Background: an optimization exercise with open tools, aiming at small area and a short achievable clock period. Do not read the settings as production practice.
The RTL was checked by simulation tests, not by an equivalence proof against the original design.
Power figures rest on the tool's default switching activity, not on a simulated workload.

Setup of red:
Design ook_decoder, start of the top module:
module ook_decoder (
    input  wire        clk,
    input  wire        rst,
    input  wire        edge_valid,
    input  wire        edge_level,
    input  wire [31:0] edge_ts,
    input  wire        tick,
    output wire        rec_valid,
    output wire [7:0]  rec_id,
    output wire        rec_battery_ok,
    output wire [7:0]  rec_channel,
    output wire [15:0] rec_temp,
    output wire [7:0]  rec_hum,
    output reg  [15:0] ovf_count,
    output reg  [15:0] desync_count
);
For scale: ~1600 cells after synthesis, ~530 flip-flops, ~110 I/O pins, about 22000 um2 of cells after synthesis.
export LEC_CHECK = 0
export CAP_MARGIN = 20
export CORE_MARGIN = 2
export CORE_UTILIZATION = 60
export SLEW_MARGIN = 20
create_clock -name core_clock -period 10.0 [get_ports {clk}]
standard.sh (not shown) runs the stock make flow with config.mk's settings and CLKGATE_MAP_FILE= SYNTH_SCRIPT=/design/flow/synth_recipe.tcl, a recipe that flattens the netlist after the stock synthesis.
==> flow/flow/run.sh <==
#!/bin/bash
# Standard layout (the standard.sh: standard synthesis, floorplan,
# placement, CTS, routing) with two changes: the post-placement, post-CTS
# and post-route timing repair aims for a margin below the clock period,
# and the port buffers are a small plain buffer cell.
set -euo pipefail
bash standard.sh SETUP_SLACK_MARGIN=6.5 \
  "BUFFER_PORTS_ARGS=-buffer_cell sky130_fd_sc_hd__buf_2" finish > flow_standard.log 2>&1
red ended with every stage complete and zero timing, DRC or antenna violations.
## Diff of input files: blue against red
diff --git a/flow/flow/run.sh b/flow/flow/run.sh
--- a/flow/flow/run.sh
+++ b/flow/flow/run.sh
@@ -7 +7 @@
-bash standard.sh SETUP_SLACK_MARGIN=6.5 \
+bash standard.sh SETUP_SLACK_MARGIN=5 \
## What came out
- Looking only at data arrival at the endpoint of the critical path, and setting everything else aside, the higher value of red and blue goes to blue.
- Measured against each other, red and blue differ in global-route wire length before repair, the higher figure coming from red.
- Against red, the final cell area of blue is lower.
- Comparing number of clock buffers in the layout for red and blue, the bigger number came from blue.
- blue vs red: part of the power in the clock network down in blue
- Compared with red, blue shows a final critical-path setup slack that is 0.17 ns lower.
- Looking only at post-layout minimum cycle time, and setting everything else aside, the higher value of red and blue goes to blue.
- Compare red and blue | global routing met3 resource utilization higher: blue
- Wire length reported by the detailed router came out lower on blue than on red.
- Compared with red, in blue total instance count after detailed placement has remained practically unchanged; number of buffer and inverter instances along the worst setup path has decreased.

---

== the previous run ==
ook_decoder, a different RTL version from the one above (not shown whole).
For scale: roughly 110 I/O pins.
==> flow/config.mk <==
export PLATFORM = sky130hd
export DESIGN_NAME = ook_decoder
export DESIGN_NICKNAME = ook_decoder
export VERILOG_FILES = /design/flow/design.v
export SDC_FILE = /design/flow/constraint.sdc
export NUM_CORES = 4
export LEC_CHECK = 0
export CAP_MARGIN = 20
export CORE_MARGIN = 2
export CORE_UTILIZATION = 60
export CTS_CLUSTER_DIAMETER = 100
export CTS_CLUSTER_SIZE = 20
export SLEW_MARGIN = 20
export SYNTH_HIERARCHICAL = 1
==> flow/constraint.sdc <==
create_clock -name core_clock -period 10.0 [get_ports {clk}]
set_input_delay 2.0000 -clock core_clock [delete_from_list [all_inputs] [get_ports {clk}]]
set_output_delay 2.0000 -clock core_clock [all_outputs]
set_load 0.01 [all_outputs]
==> flow/flow/run.sh <==
#!/bin/bash
# The standard layout (standard.sh), with these changes:
# - synthesis leaves adders to ABC instead of mapping them to the
#   library's half/full adder cells (ADDER_MAP_FILE empty), so that the
#   timestamp window logic is built as shallow logic;
# - the timing repair after placement, CTS and global routing aims for a
#   margin below the clock period;
# - the port buffers are a small plain buffer cell.
set -euo pipefail
bash standard.sh ADDER_MAP_FILE= SETUP_SLACK_MARGIN=6 \
  "BUFFER_PORTS_ARGS=-buffer_cell sky130_fd_sc_hd__buf_2" finish > flow_standard.log 2>&1
For the current run, these inputs were changed with respect to the previous run:
- SYNTH_HIERARCHICAL removed (was 1)
Findings:
Die area shrinks slightly when moving from the previous run to the current run. On clock period minus final worst setup slack: between the previous run and the current run, it ends up lower for the current run. The global-route usage was comparable across the previous run and the current run. The previous run has lower power share of the combinational group than the current run. Going from the previous run to the current run, quantity of gates resized following cts now sits higher; final total power now sits higher.

[re-timing with driven ports]
In the flow no input, the clock included, has a driving cell. The finished layouts below were timed again as built, in two steps. Step 1 assumes that a clkbuf_16 drives the clock port and a buf_2 every other input. Step 2 also shifts input and output timing later by t, the mid clock arrival at the registers, as if the neighbouring blocks saw the same clock. Three values: ideal ports, drivers, drivers and shift; two values: the first two.
| run | shift t [ns] | setup slack, ns | worst setup path at the end | slew at the worst register clock pin (ns) |
|---|---|---|---|---|
| red | 0.649 | 5.355 / 5.363 / 4.713 | input to register | 0.07 / 0.07 |
| blue | 0.655 | 5.183 / 5.224 / 4.570 | input to register | 0.06 / 0.06 |
| the previous run | 0.597 | 5.301 / 5.312 / 4.716 | input to register | 0.09 / 0.09 |
| the current run | 0.581 | 5.651 / 5.653 / 5.072 | input to register | 0.09 / 0.09 |
After both steps every run listed still meets setup and hold. The setup slack of red, which loses most, moves by +0.008 ns with the drivers and by -0.642 ns with both steps.
